This is an optimization exercise on Yosys and OpenROAD, whose aim is a short achievable clock period and few clock cycles, not a production implementation.
Only simulation tests tie the RTL to the original design; equivalence was not proved.

## crc32_engine
module crc32_engine (
    input  wire        clk,
    input  wire        rst,
    input  wire        cmd_valid,
    output wire        cmd_ready,
    input  wire [7:0]  cmd,
    input  wire [31:0] din,
    output wire [31:0] dout,
    output wire        err
);
For scale: roughly 77 I/O pins, roughly 14,000 um^2 of cells after synthesis.
Settings: LEC_CHECK=0, ABC_CLOCK_PERIOD_IN_PS=1000, CAP_MARGIN=20, CORE_MARGIN=2, CORE_UTILIZATION=35, SETUP_SLACK_MARGIN=4.6, SLEW_MARGIN=20, TNS_END_PERCENT=100; clock period 6.0 ns.
standard.sh (not shown) runs the stock make flow with config.mk's settings and CLKGATE_MAP_FILE= SYNTH_SCRIPT=/design/flow/synth_recipe.tcl, a recipe that flattens the netlist after the stock synthesis.
==> flow/flow/run.sh <==
#!/bin/bash
# Standard layout (the standard.sh, which runs the standard synthesis
# script), with more slow cells kept out of synthesis and repair: three-input
# XORs, high-stack OR/NOR/AND-OR cells and the like. Registers are untouched
# (flip-flops are mapped before ABC and none of them is in the list).
set -euo pipefail
PL=$(cat flow/platform_dont_use.txt)
EXTRA=$(cat flow/extra_dont_use.txt)
bash standard.sh "DONT_USE_CELLS=$PL $EXTRA" finish > standard.log 2>&1
Other scripts of this flow, unchanged in this note and not shown: flow/flow/extra_dont_use.txt, flow/flow/platform_dont_use.txt
The first run produced a clean layout.
Testbench counts at the start, summed over its fixed seeds: cycles 6,042.
Rerun with:
- CORE_UTILIZATION: 35 -> 38
- SETUP_SLACK_MARGIN: 4.6 -> 5.0
After rerunning:
- global-route usage went up by 2.6 points
- hold slack got worse by 0.0050 ns
- register-to-register slack gets worse by 0.08 ns
- die area drops by a little under a tenth
- clock-buffer cell count falls by 5
- routed wire length grows by a few percent
- clock skew rises by 0.0098 ns
Rerun with:
- CORE_UTILIZATION: 38 -> 35
- PLACE_DENSITY: default -> 0.5
Effect: Worst hold slack loses 0.0083 ns. Count of clock-buffer cells in the layout went down by 1. Die area came out higher by 8.4%. Utilization falls by 6.1 points. Cell count grows by 0.76%. Via count came out lower by 9.2%. Clock skew drops by 0.016 ns.
Rerun with:
- CAP_MARGIN: 20 -> 10
- CORE_UTILIZATION: 35 -> 40
- PLACE_DENSITY: 0.5 -> default
- SLEW_MARGIN: 20 -> 10
Result: Routed wire length climbs by 2.9%. Hold slack improved by 0.0055 ns. Cell area drops by 3.0%. Setup slack improved by 0.14 ns. Area after synthesis does not change. Utilization climbs by 6.7 points. First-iteration DRC count climbs by 47%.

== run A ==
Another version of the RTL of crc32_engine (not shown whole).
Size: roughly 1300 cells after synthesis, roughly 77 I/O pins.
clock: 6.0 ns
lec_check: 0
abc_clock_period_in_ps: 1000
cap_margin: 20
core_margin: 2
core_utilization: 40
place_density: 0.7
setup_slack_margin: 4.3
slew_margin: 20
tns_end_percent: 100
Scripts as last shown in full above: flow/flow/run.sh
Other scripts of this flow, unchanged in this note and not shown: flow/flow/extra_dont_use.txt, flow/flow/platform_dont_use.txt
Testbench counts of run A, summed over its fixed seeds: cycles 6,042.
The inputs of run B differ from those of run A as listed below.
- swapping 4.3 for 4.6 in SETUP_SLACK_MARGIN
- clearing PLACE_DENSITY, which used to be 0.7
--- outcome ---
Run A reports its timing startpoint of the critical path as cmd_valid while run B reports cmd[6].
Run B vs. run A: post-detailed-routing wire length up 1200 µm; area growth from synthesis to layout increased 4.1 points; final period demand of the worst path lower.
As far as register area share after synthesis goes, run A and run B are indistinguishable; the numbers are identical.
Sort run B and run A by relative max-transition margin desc -> top: run B
Clock-buffer cell count of run A is on par with run B.
Inputs modified between run B and run C:
- putting PLACE_DENSITY at 0.7 where nothing was set
Findings:
The final cell area excluding filler cells of run C was inferior to that of run B. A capture point of the critical path of dout_q[18] is what run C shows, while y_q[25] belongs to run B. Against run B, run C comes in 0.89 points higher on ratio of final minimum period to clock period. Looking at largest fanout of any net on the critical path, run C sits 4 below run B. Lower sequential portion of the cell area goes to run C over run B. The worst setup path startpoint comes out x_q[24] in one run and cmd[6] in the other, namely in run C and run B respectively. [compare] base=run B new=run C: wire length after detailed routing now larger, proportion of cell area spent on the clock network comparable. The critical-path cell with the highest stage delay comes out dfxtp_4 in one run and and3b_2 in the other, namely in run C and run B respectively.
### run C -> run D
- CORE_UTILIZATION changed from 40 to 50
- PLACE_DENSITY removed (was 0.7)
- SETUP_SLACK_MARGIN changed from 4.6 to 4.3
Re area share of xor/xnor cells in the synthesized design: no difference whatsoever between run D and run C. In run D relative to run C, number of well-tap cells placed had gone down by more than 10%.

RTL: one of the versions met above, not the one the previous note started from.
Size in the first run: roughly 1400 cells after synthesis, roughly 210 flip-flops, ~0.014 mm2 of cells after synthesis.
clock: 6.0 ns
lec_check: 0
abc_clock_period_in_ps: 1000
cap_margin: 20
core_margin: 2
core_utilization: 35
setup_slack_margin: 5.0
slew_margin: 20
tns_end_percent: 100
Scripts as last shown in full above: flow/flow/run.sh
Other scripts of this flow, unchanged in this note and not shown: flow/flow/extra_dont_use.txt, flow/flow/platform_dont_use.txt
Testbench counts at the start, summed over its fixed seeds: cycles 6,042.
Rerun with:
- CORE_UTILIZATION: 35 -> 40
- GPL_ROUTABILITY_DRIVEN: not set -> 0
Effect: The new run completed with no timing, DRC or antenna violations; routed wire length came out lower slightly; via count rises slightly; clock-buffer cell count does not change; design area drops slightly; die area came out lower by roughly a tenth.
Rerun with:
--- a/flow/flow/run.sh
+++ b/flow/flow/run.sh
@@ -7,3 +7,3 @@
 PL=$(cat flow/platform_dont_use.txt)
 EXTRA=$(cat flow/extra_dont_use.txt)
-bash standard.sh "DONT_USE_CELLS=$PL $EXTRA" finish > standard.log 2>&1
+bash standard.sh "DONT_USE_CELLS=$PL $EXTRA" REMOVE_ABC_BUFFERS=1 finish > standard.log 2>&1
- GPL_ROUTABILITY_DRIVEN: 0 -> not set
Outcome: The changed run finished with timing, DRC and antenna clean. Synthesized cell count stays the same. Register-to-register slack degrades by 480 ps. Routed wire length rose by about a fifth. Clock skew rose by 8.6 ps. Worst setup slack degrades by 480 ps. First-iteration DRC count rose by well over a third.

-- what the ideal ports hide --
In the flow no input, the clock included, has a driving cell. The finished layouts below were timed again as built, in two steps. Step 1, drivers: a clkbuf_16 drives clk and a buf_2 each remaining input, both assumed. Step 2 moves the port delays by t, midway between the first and last clock arrival at a register: inputs arrive t later, outputs are due t later. That takes back most of the time a late clock gives input paths. Three values: ideal ports, drivers, drivers and shift; two values: the first two.
run | shift t [ns] | setup slack, ns | worst setup path at the end
the first run of note 1 | 0.594 | 3.628 / 3.628 / 3.049 | input to register
the second run of note 1 | 0.585 | 3.550 / 3.550 / 3.252 | input to register
the third run of note 1 | 0.590 | 3.621 / 3.621 / 3.247 | input to register
the fourth run of note 1 | 0.581 | 3.756 / 3.734 / 3.195 | input to register
run A | 0.481 | 3.636 / 3.633 / 3.152 | input to register
run B | 0.512 | 3.682 / 3.701 / 3.189 | input to register
run C | 0.507 | 3.629 / 3.629 / 3.164 | input to register
run D | 0.475 | 2.955 / 2.955 / 2.955 | register to register
the first run of note 3 | 0.589 | 3.780 / 3.728 / 3.247 | input to register
the second run of note 3 | 0.574 | 3.719 / 3.719 / 3.174 | input to register
the third run of note 3 | 0.577 | 3.240 / 3.240 / 3.000 | input to register
After both steps every run listed still meets setup and hold. The setup slack of the first run of note 1, which loses most, moves by 0.000 ns with the drivers and by -0.579 ns with both steps.
